What follows belongs to an exercise in optimizing a design on an open flow for small area; a production flow would make more cautious choices. Only the layout flow was run in this run; the RTL was not checked for function there. No activity file was given, so power comes from the tool's default toggle rates.

<file path="flow/design.v">
module midi_decoder #(
    parameter N_PORTS   = 8,
    parameter SYSEX_CAP = 16
) (
    input  wire                     clk,
    input  wire                     rst,
    input  wire                     dec_valid,
    input  wire                     dec_ctrl,
    input  wire [7:0]               dec_data,
    output reg                      ev_valid,
    output wire [2:0]               ev_cls,
    output wire [3:0]               ev_kind,
    output wire [7:0]               ev_status,
    output wire [3:0]               ev_chan,
    output wire [6:0]               ev_d1,
    output wire [6:0]               ev_d2,
    output wire                     ev_has_d2,
    output wire [13:0]              ev_val,
    output wire                     ev_eox,
    output wire [3:0]               ev_port,
    output wire [4:0]               ev_len,
    output wire [SYSEX_CAP*8-1:0]   ev_raw,
    output wire [7:0]               dstat
);
    reg       open;              
    reg [3:0] pos;               
    reg [6:0] s0;                
    reg [6:0] bq [1:15];         
    reg [2:0] port_q;            
    reg       st_trunc, st_abort, st_range;
    reg       rt;                
    reg [2:0] rt_lo;             
    reg       eox;               
    assign dstat = {5'b0, st_range, st_abort, st_trunc};
    wire [7:0] b       = dec_data;
    wire       step    = dec_valid && !dec_ctrl;
    wire       ctl     = dec_valid && dec_ctrl;
    wire       s_sx    = (s0 == 7'h70);
    wire       sx_open = open && s_sx;
    wire       s_cv    = (s0[6:4] != 3'b111);
    wire       s_cd    = (s0[6:5] == 2'b10);             
    wire       last    = s_cv ? (s_cd ? (pos == 4'd1) : (pos == 4'd2))
                              : ((s0[3:0] == 4'h2) ? (pos == 4'd2) : (pos == 4'd1));
    wire       p_one   = (b[6:0] == 7'h00) || (b[6:0] == 7'h7F);
    wire       p_in    = (b[6:4] == 3'b000) && (b[3] ? (b[2:0] == 3'b000) : (b[2:0] != 3'b000));
    wire       p_ok    = p_one || p_in;
    wire [2:0] p_new   = p_one ? 3'd1 : b[2:0];
    wire       is_rt   = step && (b[7:3] == 5'b11111);
    wire       is_st   = step && b[7] && !is_rt;                  
    wire       is_f7   = is_st && (b[6:0] == 7'h77);
    wire       is_f6   = is_st && (b[6:0] == 7'h76);
    wire       is_dat  = step && !b[7] && open;
    wire       dat_sx  = is_dat && s_sx;
    wire       sx_full = dat_sx && (pos == 4'd15);
    wire       fin     = is_dat && !s_sx && last;
    wire       fin_ps  = fin && (s0 == 7'h75);
    wire       ps_ok   = fin_ps && p_ok;
    wire       emit    = is_rt || (is_f7 && sx_open) || is_f6 || sx_full ||
                         (fin && !(fin_ps && !p_ok));
    integer i;
    always @(posedge clk) begin
        for (i = 1; i < 16; i = i + 1)
            if (pos == i)
                bq[i] <= b[6:0];
        if (is_st && !is_f7)
            s0 <= b[6:0];
        if (is_st && !is_f7 && !is_f6)
            pos <= 4'd1;
        else if (is_dat && !sx_full && !(is_f7))
            pos <= (fin) ? 4'd1 : pos + 4'd1;
        rt    <= is_rt;
        rt_lo <= b[2:0];
        eox   <= is_f7;
        if (rst) begin
            open     <= 1'b0;
            port_q   <= 3'd1;
            st_trunc <= 1'b0;
            st_abort <= 1'b0;
            st_range <= 1'b0;
            ev_valid <= 1'b0;
        end else begin
            ev_valid <= emit;
            if (ctl) begin
                case (b[2:0])
                    3'd0: begin
                        open     <= 1'b0;
                        port_q   <= 3'd1;
                        st_trunc <= 1'b0;
                        st_abort <= 1'b0;
                        st_range <= 1'b0;
                    end
                    3'd1: open <= 1'b0;
                    3'd2: port_q <= 3'd1;
                    3'd3: begin
                        st_trunc <= 1'b0;
                        st_abort <= 1'b0;
                        st_range <= 1'b0;
                    end
                    default: ;
                endcase
            end else begin
                if (is_st && sx_open && !is_f7)
                    st_abort <= 1'b1;
                if (is_st)
                    open <= !(is_f7 || is_f6);
                else if (sx_full || (fin && !s_cv))
                    open <= 1'b0;
                if (sx_full)
                    st_trunc <= 1'b1;
                if (fin_ps && !p_ok)
                    st_range <= 1'b1;
                if (ps_ok)
                    port_q <= p_new;
            end
        end
    end
    wire [6:0] st  = rt ? {4'b1111, rt_lo} : s0;
    wire       c_cv = (st[6:4] != 3'b111);
    wire       c_sx = (st == 7'h70);
    wire       c_ps = (st == 7'h75);
    wire       c_rt = (st[6:3] == 4'b1111);
    wire       c_f6 = (st == 7'h76);
    wire       c_cd = (st[6:5] == 2'b10);
    wire       c_f2 = (st == 7'h72);
    wire       c_val1 = (st == 7'h71) || (st == 7'h73) || (st == 7'h74);
    wire       c_pb = (st[6:4] == 3'b110) || c_f2;
    assign ev_status = {1'b1, st};
    assign ev_cls    = c_cv ? 3'd0 : c_sx ? 3'd3 : c_ps ? 3'd5 : c_rt ? 3'd2 : 3'd1;
    assign ev_kind   = c_cv ? {1'b1, st[6:4]} : c_sx ? 4'd0 : st[3:0];
    assign ev_chan   = c_cv ? st[3:0] : 4'd0;
    wire   has_d1    = !(c_sx || c_rt || c_f6);
    assign ev_has_d2 = (c_cv && !c_cd) || c_f2;
    assign ev_d1     = has_d1 ? bq[1] : 7'd0;
    assign ev_d2     = ev_has_d2 ? bq[2] : 7'd0;
    assign ev_val    = c_pb ? {~bq[2][6], bq[2][5:0], bq[1]} :
                       c_val1 ? {7'd0, bq[1]} : 14'd0;
    assign ev_eox    = c_sx && eox;
    assign ev_port   = {port_q == 3'd0, port_q};
    assign ev_len    = c_sx ? {1'b0, pos} + 5'd1 :
                       (c_rt || c_f6) ? 5'd1 :
                       ev_has_d2 ? 5'd3 : 5'd2;
    genvar g;
    assign ev_raw[7:0] = ev_status;
    generate
        for (g = 1; g < 16; g = g + 1) begin : g_raw
            assign ev_raw[g*8 +: 8] = {eox && (pos == g), bq[g]};
        end
    endgenerate
endmodule
module midi_encoder #(
    parameter N_PORTS = 8,
    parameter SX_MAX  = 16,
    parameter EXT_CC  = 1
) (
    input  wire                     clk,
    input  wire                     rst,
    input  wire                     enc_valid,
    input  wire                     enc_ctrl,
    input  wire [2:0]               enc_code,
    input  wire [2:0]               cmd_cls,
    input  wire [3:0]               cmd_kind,
    input  wire [3:0]               cmd_chan,
    input  wire [7:0]               cmd_d1,
    input  wire [7:0]               cmd_d2,
    input  wire [15:0]              cmd_val,
    input  wire [15:0]              cmd_param,
    input  wire [4:0]               cmd_port,
    input  wire [4:0]               cmd_sx_len,
    input  wire [SX_MAX*8-1:0]      cmd_sx_data,
    output reg  [4:0]               tx_len,
    output wire [(SX_MAX+2)*8-1:0]  tx_bytes,
    output wire [7:0]               estat
);
    localparam [2:0] CLS_CV = 3'd0, CLS_SC = 3'd1, CLS_RT = 3'd2, CLS_SX = 3'd3, CLS_X14 = 3'd4;
    reg [2:0] rs_k;         
    reg [3:0] rs_c;         
    reg [3:0] last_port;    
    reg       st_reject;
    reg       pfx_q;        
    reg [7:0] body_q [0:15];
    assign estat = {7'b0, st_reject};
    reg sel_ok;
    always @(*) begin
        case (cmd_cls)
            CLS_CV:  sel_ok = cmd_kind[3] && (cmd_kind[2:0] != 3'b111);
            CLS_SC:  sel_ok = (cmd_kind == 4'h1 || cmd_kind == 4'h2 || cmd_kind == 4'h3 || cmd_kind == 4'h6);
            CLS_RT:  sel_ok = cmd_kind[3] && (cmd_kind[2:0] != 3'b101);
            CLS_SX:  sel_ok = (cmd_kind == 4'h0) && (!cmd_sx_len[4] || cmd_sx_len[3:0] == 4'h0);
            CLS_X14: sel_ok = (cmd_kind[3:2] == 2'b00) && (cmd_kind[1:0] != 2'b11) &&
                              (cmd_kind[1:0] != 2'b00 || cmd_param[15:5] == 11'd0);
            default: sel_ok = 1'b0;
        endcase
    end
    wire port_ok = (cmd_port[4:3] == 2'b00) ? (cmd_port[2:0] != 3'b000) : (cmd_port == 5'd8);
    wire accept  = sel_ok && port_ok;
    wire [6:0] w_lo = cmd_val[6:0];
    wire [6:0] w_hi = {~cmd_val[13], cmd_val[12:7]};
    wire [6:0] v_hi = cmd_val[13:7];
    wire [6:0] v_lo = cmd_val[6:0];
    wire [6:0] p_hi = cmd_param[13:7];
    wire [6:0] p_lo = cmd_param[6:0];
    wire pfx   = (last_port != cmd_port[3:0]);
    wire same  = !pfx && (rs_k == cmd_kind[2:0]) && (rs_c == cmd_chan);    
    wire k_pb  = (cmd_kind[2:0] == 3'b110);
    wire k_one = (cmd_kind[2:1] == 2'b10);                                  
    wire x_cc  = (cmd_kind[1:0] == 2'b00);
    wire x_nr  = cmd_kind[0];
    reg [7:0] body [0:15];
    reg [4:0] body_len;
    integer i;
    always @(*) begin
        for (i = 0; i < 16; i = i + 1)
            body[i] = cmd_sx_data[i*8 +: 8];
        body_len = cmd_sx_len;
        case (cmd_cls)
            CLS_CV: begin
                if (!same) begin
                    body[0] = {cmd_kind, cmd_chan};
                    body[1] = {1'b0, k_pb ? w_lo : cmd_d1[6:0]};
                    body[2] = {1'b0, k_pb ? w_hi : cmd_d2[6:0]};
                    body_len = k_one ? 5'd2 : 5'd3;
                end else begin
                    body[0] = {1'b0, k_pb ? w_lo : cmd_d1[6:0]};
                    body[1] = {1'b0, k_pb ? w_hi : cmd_d2[6:0]};
                    body_len = k_one ? 5'd1 : 5'd2;
                end
            end
            CLS_SC: begin
                body[0] = {4'hF, cmd_kind};
                body[1] = {1'b0, w_lo};
                body[2] = {1'b0, w_hi};
                body_len = cmd_kind[2] ? 5'd1 : (cmd_kind[1:0] == 2'b10) ? 5'd3 : 5'd2;
            end
            CLS_RT: begin
                body[0] = {4'hF, cmd_kind};
                body_len = 5'd1;
            end
            CLS_SX: ;
            default: begin   
                body[0] = {4'hB, cmd_chan};
                if (x_cc) begin
                    body[1] = {3'b000, cmd_param[4:0]};
                    body[2] = {1'b0, v_hi};
                    body[3] = {3'b001, cmd_param[4:0]};
                    body[4] = {1'b0, v_lo};
                    body_len = 5'd5;
                end else begin
                    body[1] = x_nr ? 8'h63 : 8'h65;
                    body[2] = {1'b0, p_hi};
                    body[3] = x_nr ? 8'h62 : 8'h64;
                    body[4] = {1'b0, p_lo};
                    body_len = 5'd9;
                end
                body[5] = 8'h06;
                body[6] = {1'b0, v_hi};
                body[7] = 8'h26;
                body[8] = {1'b0, v_lo};
            end
        endcase
    end
    wire go = enc_valid && !enc_ctrl && accept;
    always @(posedge clk) begin
        for (i = 0; i < 16; i = i + 1)
            body_q[i] <= body[i];
        pfx_q <= pfx;
        if (rst) begin
            rs_k      <= 3'b111;
            last_port <= 4'd0;
            st_reject <= 1'b0;
            tx_len    <= 5'd0;
        end else begin
            tx_len <= go ? body_len + (pfx ? 5'd2 : 5'd0) : 5'd0;
            if (enc_valid && enc_ctrl) begin
                case (enc_code)
                    3'd0: begin
                        rs_k      <= 3'b111;
                        last_port <= 4'd0;
                        st_reject <= 1'b0;
                    end
                    3'd1: begin
                        rs_k      <= 3'b111;
                        last_port <= 4'd0;
                    end
                    3'd2, 3'd3: last_port <= 4'd0;
                    3'd4: st_reject <= 1'b0;
                    default: ;
                endcase
            end else if (enc_valid) begin
                if (!accept)
                    st_reject <= 1'b1;
                else begin
                    last_port <= cmd_port[3:0];
                    case (cmd_cls)
                        CLS_CV:  begin rs_k <= cmd_kind[2:0]; rs_c <= cmd_chan; end
                        CLS_RT:  if (pfx) rs_k <= 3'b111;
                        CLS_X14: begin rs_k <= 3'b011; rs_c <= cmd_chan; end
                        default: rs_k <= 3'b111;
                    endcase
                end
            end
        end
    end
    genvar g;
    assign tx_bytes[7:0]   = pfx_q ? 8'hF5 : body_q[0];
    assign tx_bytes[15:8]  = pfx_q ? {4'h0, last_port} : body_q[1];
    generate
        for (g = 2; g < 16; g = g + 1) begin : g_tx
            assign tx_bytes[g*8 +: 8] = pfx_q ? body_q[g-2] : body_q[g];
        end
    endgenerate
    assign tx_bytes[135:128] = body_q[14];
    assign tx_bytes[143:136] = body_q[15];
endmodule
module midi_framer (
    input  wire         clk,
    input  wire         rst,
    input  wire         dec_valid,
    input  wire         dec_ctrl,
    input  wire [7:0]   dec_data,
    output wire         ev_valid,
    output wire [2:0]   ev_cls,
    output wire [3:0]   ev_kind,
    output wire [7:0]   ev_status,
    output wire [3:0]   ev_chan,
    output wire [6:0]   ev_d1,
    output wire [6:0]   ev_d2,
    output wire         ev_has_d2,
    output wire [13:0]  ev_val,
    output wire         ev_eox,
    output wire [3:0]   ev_port,
    output wire [4:0]   ev_len,
    output wire [127:0] ev_raw,
    output wire [7:0]   dstat,
    input  wire         enc_valid,
    input  wire         enc_ctrl,
    input  wire [2:0]   enc_code,
    input  wire [2:0]   cmd_cls,
    input  wire [3:0]   cmd_kind,
    input  wire [3:0]   cmd_chan,
    input  wire [7:0]   cmd_d1,
    input  wire [7:0]   cmd_d2,
    input  wire [15:0]  cmd_val,
    input  wire [15:0]  cmd_param,
    input  wire [4:0]   cmd_port,
    input  wire [4:0]   cmd_sx_len,
    input  wire [127:0] cmd_sx_data,
    output wire [4:0]   tx_len,
    output wire [143:0] tx_bytes,
    output wire [7:0]   estat
);
    midi_decoder #(.N_PORTS(8), .SYSEX_CAP(16)) u_dec (
        .clk(clk), .rst(rst),
        .dec_valid(dec_valid), .dec_ctrl(dec_ctrl), .dec_data(dec_data),
        .ev_valid(ev_valid), .ev_cls(ev_cls), .ev_kind(ev_kind), .ev_status(ev_status),
        .ev_chan(ev_chan), .ev_d1(ev_d1), .ev_d2(ev_d2), .ev_has_d2(ev_has_d2),
        .ev_val(ev_val), .ev_eox(ev_eox), .ev_port(ev_port), .ev_len(ev_len),
        .ev_raw(ev_raw), .dstat(dstat)
    );
    midi_encoder #(.N_PORTS(8), .SX_MAX(16), .EXT_CC(1)) u_enc (
        .clk(clk), .rst(rst),
        .enc_valid(enc_valid), .enc_ctrl(enc_ctrl), .enc_code(enc_code),
        .cmd_cls(cmd_cls), .cmd_kind(cmd_kind), .cmd_chan(cmd_chan),
        .cmd_d1(cmd_d1), .cmd_d2(cmd_d2), .cmd_val(cmd_val), .cmd_param(cmd_param),
        .cmd_port(cmd_port), .cmd_sx_len(cmd_sx_len), .cmd_sx_data(cmd_sx_data),
        .tx_len(tx_len), .tx_bytes(tx_bytes), .estat(estat)
    );
endmodule
</file>
<file path="flow/run.sh">
#!/bin/bash
# synth_recipe.tcl (not shown) runs the flow's synth.tcl, then flattens the netlist and writes it again
# the make line also repeats each setting of config.mk as NAME=value (left out here)
make -C /OpenROAD-flow-scripts/flow DESIGN_CONFIG=/design/flow/config.mk WORK_HOME=/design/flow/orfs CLKGATE_MAP_FILE= SYNTH_SCRIPT=/design/flow/synth_recipe.tcl finish
</file>
<file path="flow/config.mk">
export PLATFORM = sky130hd
export DESIGN_NAME = midi_framer
export DESIGN_NICKNAME = midi_framer
export VERILOG_FILES = /design/flow/design.v
export SDC_FILE = /design/flow/constraint.sdc
export NUM_CORES = 4
export LEC_CHECK = 0
export CAP_MARGIN = 20
export CORE_MARGIN = 2
export CORE_UTILIZATION = 40
export PLACE_DENSITY = 0.6
export SLEW_MARGIN = 20
</file>
<file path="flow/constraint.sdc">
create_clock -name core_clock -period 10.0 [get_ports {clk}]
set_input_delay 2.0000 -clock core_clock [delete_from_list [all_inputs] [get_ports {clk}]]
set_output_delay 2.0000 -clock core_clock [all_outputs]
set_load 0.01 [all_outputs]
</file>
==> impl_metrics.env <==
export IMPL_placed_cell_area_um2=17380
export IMPL_hp_class="reg2reg"
export IMPL_vdd_drop_max_mv=0.1397
export IMPL_cts_num_sinks=275
export IMPL_hold_viol_final=0
export IMPL_routed_wl_mm=47.12
export IMPL_yosys_cell_types_count=75
export IMPL_postCtsHoldBufs=0
export IMPL_cp_max_fo=85
export IMPL_post_route_period_util_pct=53.20
export IMPL_critPathKind="reg2out"
export IMPL_cts_tree="built"
export IMPL_io_buffers=547
export IMPL_r2r_setup_slack_ns=7.04
export IMPL_rsz0062_at_grt="false"
export IMPL_cts_repair_resized=0
export IMPL_die_w_um=175.0
export IMPL_finalPower_w=0.002786
export IMPL_numCtsBuffers=31
export IMPL_clk_pin_slew_ns=0.06
export IMPL_setup_viol=0
export IMPL_wl_per_cell_um=24.50
export IMPL_status="finished clean"
export IMPL_pin_count=566
export IMPL_cts_max_path_buffers=3
export IMPL_power_leakage_nw=6.930
export IMPL_antenna_found_initial=10
export IMPL_p_per_area_nw_per_um2=151.6
export IMPL_dp_hpwl_mm=36.91
export IMPL_fmax_mhz=188.0
export IMPL_cts_root_buf="clkbuf_16"
export IMPL_final_area_um2=18380
export IMPL_critPathArrivalTime_ns=3.32
export IMPL_core_area_um2=28780
export IMPL_num_vias=9751
export IMPL_grt_pass1_vias=9745
export IMPL_fin_cells=1923
export IMPL_max_cap_violations=0
export IMPL_synth_area_um2=11690
export IMPL_postSynthCellCount=978
export IMPL_clk_latency_ns=0.58
export IMPL_die_area_um2=30610
export IMPL_yosys_most_used_dff="dfxtp_1"
export IMPL_start_kind="flip-flop"
export IMPL_finalNetCount=1728
export IMPL_end_kind="output pin"
export IMPL_row_count=62
export IMPL_drtIter0Drc=725
export IMPL_drc_errors=0
export IMPL_grt_start_max_net_pins=86
export IMPL_dp_cells=1858
export IMPL_tightest_slew_ns=1.078
export IMPL_finClkSkew_ns=0.01178
export IMPL_grt_ovfl_total=0
export IMPL_gp_congestion=0.9027
export IMPL_grt_pass1_wl_mm=66.29
export IMPL_cts_setup_buffers=0
export IMPL_yosysSeqAreaShare_pct=57.01
export IMPL_start_util_pct=40.63
export IMPL_htree_num_levels=1
export IMPL_synth_edf_count=116
export IMPL_max_slew_margin_pct=28.12
export IMPL_ys_async_sr_fraction_pct=0
export IMPL_drtPass1Iterations=8
export IMPL_synth_seq_cells=275
export IMPL_setup_tns_ns=0
export IMPL_yosysWarnings=5
export IMPL_syn_area_per_cell_um2=11.96
export IMPL_layout_drive_gt1_share_pct=14.69
export IMPL_syn_to_final_growth_pct=57.23
export IMPL_worstPathRequired_ns=8.00
export IMPL_ant_nets=0
export IMPL_grt_use_total_pct=29.53
export IMPL_fin_crit_ns=5.320
export IMPL_avgViaCountPerCell=5.071
export IMPL_die_h_um=175.0
export IMPL_finalMaxSlewViolations=0
-- state kept, by name, summed over array words and instances, names as in the netlist, 3 cells and up --
register and cells:
u_dec.port_q 3, u_dec.s0 7, u_enc.tx_len 5, u_dec.pos 4
u_enc.last_port 4, u_enc.body_q 128, u_dec.bq 105, u_enc.rs_c 4
u_enc.rs_k 3, u_dec.rt_lo 3
-- per-layer routing --
metal / wire length [um] / track usage, %
met5: 26 / 0
met4: 2248 / 13.78
met3: 4019 / 8.268
met2: 24110 / 53.03
met1: 16720 / 32.15
-- Yosys cell counts, types with 3 or more instances --
library cell,count,share of area (%)
nor3_1,16,0.68
a221oi_1,5,0.37
a21oi_1,36,1.5
nand4_1,6,0.32
o21a_1,3,0.19
buf_2,10,0.43
nor3b_1,3,0.19
o211ai_1,3,0.19
nand2_1,47,1.5
a222oi_1,6,0.51
buf_4,27,1.7
buf_1,6,0.19
a31oi_1,5,0.27
or2_2,15,0.80
xnor2_1,14,1.0
nand3_1,14,0.60
inv_1,17,0.55
clkbuf_1,31,1.0
nor2b_1,37,2.0
o22ai_1,5,0.27
a21o_1,5,0.32
a221o_1,3,0.26
mux2_2,140,13
o21ai_1,13,0.56
and3_1,5,0.27
nand2b_1,6,0.32
edfxtp_1,116,30
or4_1,3,0.19
xor2_1,7,0.52
dfxtp_1,159,27
nor2_1,70,2.2
o21ai_0,15,0.64
mux2i_1,34,2.9
and2_1,35,1.9
ha_1,7,0.75
nor4_1,7,0.37
-- logic make-up (layout without fill, tap and decap cells) --
kind of cell,after synthesis,count (layout),share of synthesized area (%)
adder cells (fa/ha/maj),7,7,0.7490
buffers and inverters,94,636,4.056
AO/OA/AOI/OAI,122,122,7.116
multiplexers,175,175,16.49
flip-flops,275,275,57.01
other,2,21,0.06423
XOR/XNOR,21,21,1.573
AND/OR/NAND/NOR,282,282,12.94
-- placed cells by master (no fill, tap or decap), types with 6 or more instances in the layout --
| cell type | Yosys | layout |
|---|---|---|
| a21oi_1 | 36 | 36 |
| a222oi_1 | 6 | 6 |
| and2_1 | 35 | 35 |
| buf_4 | 27 | 12 |
| clkbuf_1 | 31 | 12 |
| clkbuf_16 | 0 | 32 |
| clkdlybuf4s50_1 | 0 | 546 |
| conb_1 | 2 | 14 |
| dfxtp_1 | 159 | 158 |
| diode_2 | 0 | 7 |
| edfxtp_1 | 116 | 116 |
| ha_1 | 7 | 7 |
| inv_1 | 17 | 17 |
| mux2_2 | 140 | 140 |
| mux2i_1 | 34 | 34 |
| nand2_1 | 47 | 47 |
| nand2b_1 | 6 | 6 |
| nand3_1 | 14 | 14 |
| nand4_1 | 6 | 6 |
| nor2_1 | 70 | 70 |
| nor2b_1 | 37 | 37 |
| nor3_1 | 16 | 16 |
| nor4_1 | 7 | 7 |
| o21ai_0 | 15 | 15 |
| o21ai_1 | 13 | 13 |
| or2_2 | 15 | 15 |
| xnor2_1 | 14 | 14 |
| xor2_1 | 7 | 7 |
-- where the power goes --
part           internal, W  leakage (nW)  total, W  switching [W]
Sequential         0.00121          2.38   0.00125      0.0000304
Clock             0.000648         0.480   0.00111       0.000466
Combinational     0.000241          4.07  0.000427       0.000186
-- worst max-delay path, stage by stage, from the launching register on --
cell	delay [ns]
dfxtp_4	0.74
buf_4	0.89
mux2_2	0.46
clkdlybuf4s50_1	0.56
-- stage by stage --
| step | hold slack [ns] | util [%] | setup WS, ns |
|---|---|---|---|
| final | 0.4604 | 63.88 | 4.680 |
| after global routing | 0.4823 | 63.87 | 4.557 |
| after CTS | 0.4609 | 63.82 | 4.663 |
| after detailed placement | 0.4529 | 60.39 | 4.695 |
| after global placement | 0.4438 | 60.39 | 4.645 |
| after floorplan | 0.4323 | - | 5.784 |
-- cell type report --
type	instances	area (um^2)
clock buffer	45	859.6
tap	384	480.5
fill	2390	10400
multi-input combinational	621	4597
clock inverter	13	127.6
timing repair buffer	559	5560
antenna	7	17.52
sequential	275	6670
inverter	19	71.32
-- worst paths after layout --
check,from,endpoint,cells after the start
max,u_enc.pfx_q,tx_bytes[94],3
min,u_dec.st_abort,u_dec.st_abort,2
max reg2reg,u_enc.last_port[2],u_enc.tx_len[3],13
min reg2reg,u_dec.st_abort,u_dec.st_abort,2

## afterwards: timing with drivers on the ports
No port has a modelled driver above. Below, the same layout with a new extraction and two added sets of constraints.
Step 1: set_driving_cell puts a clkbuf_16 on clk and a buf_2 on each other input, an assumption about the parent block.
Step 2, shift: input delay + t, output delay - t, t = (earliest + latest rising clock arrival at the registers) / 2. This alone moves slack from input paths to output paths.
Slacks: ideal / step 1 / step 2; pairs: ideal / step 1.
t (ns): 0.620
setup WS [ns]: 4.680 / 4.629 / 4.677
worst hold slack (ns): 0.460 / 0.460 / 0.460
clock arrival spread, ns: 0.014 / 0.014
cell pins on the clock port's net: 1
After both steps setup and hold are still met in this run. For this run, drivers alone change the setup slack by -0.051 ns; drivers and shift together by -0.003 ns.
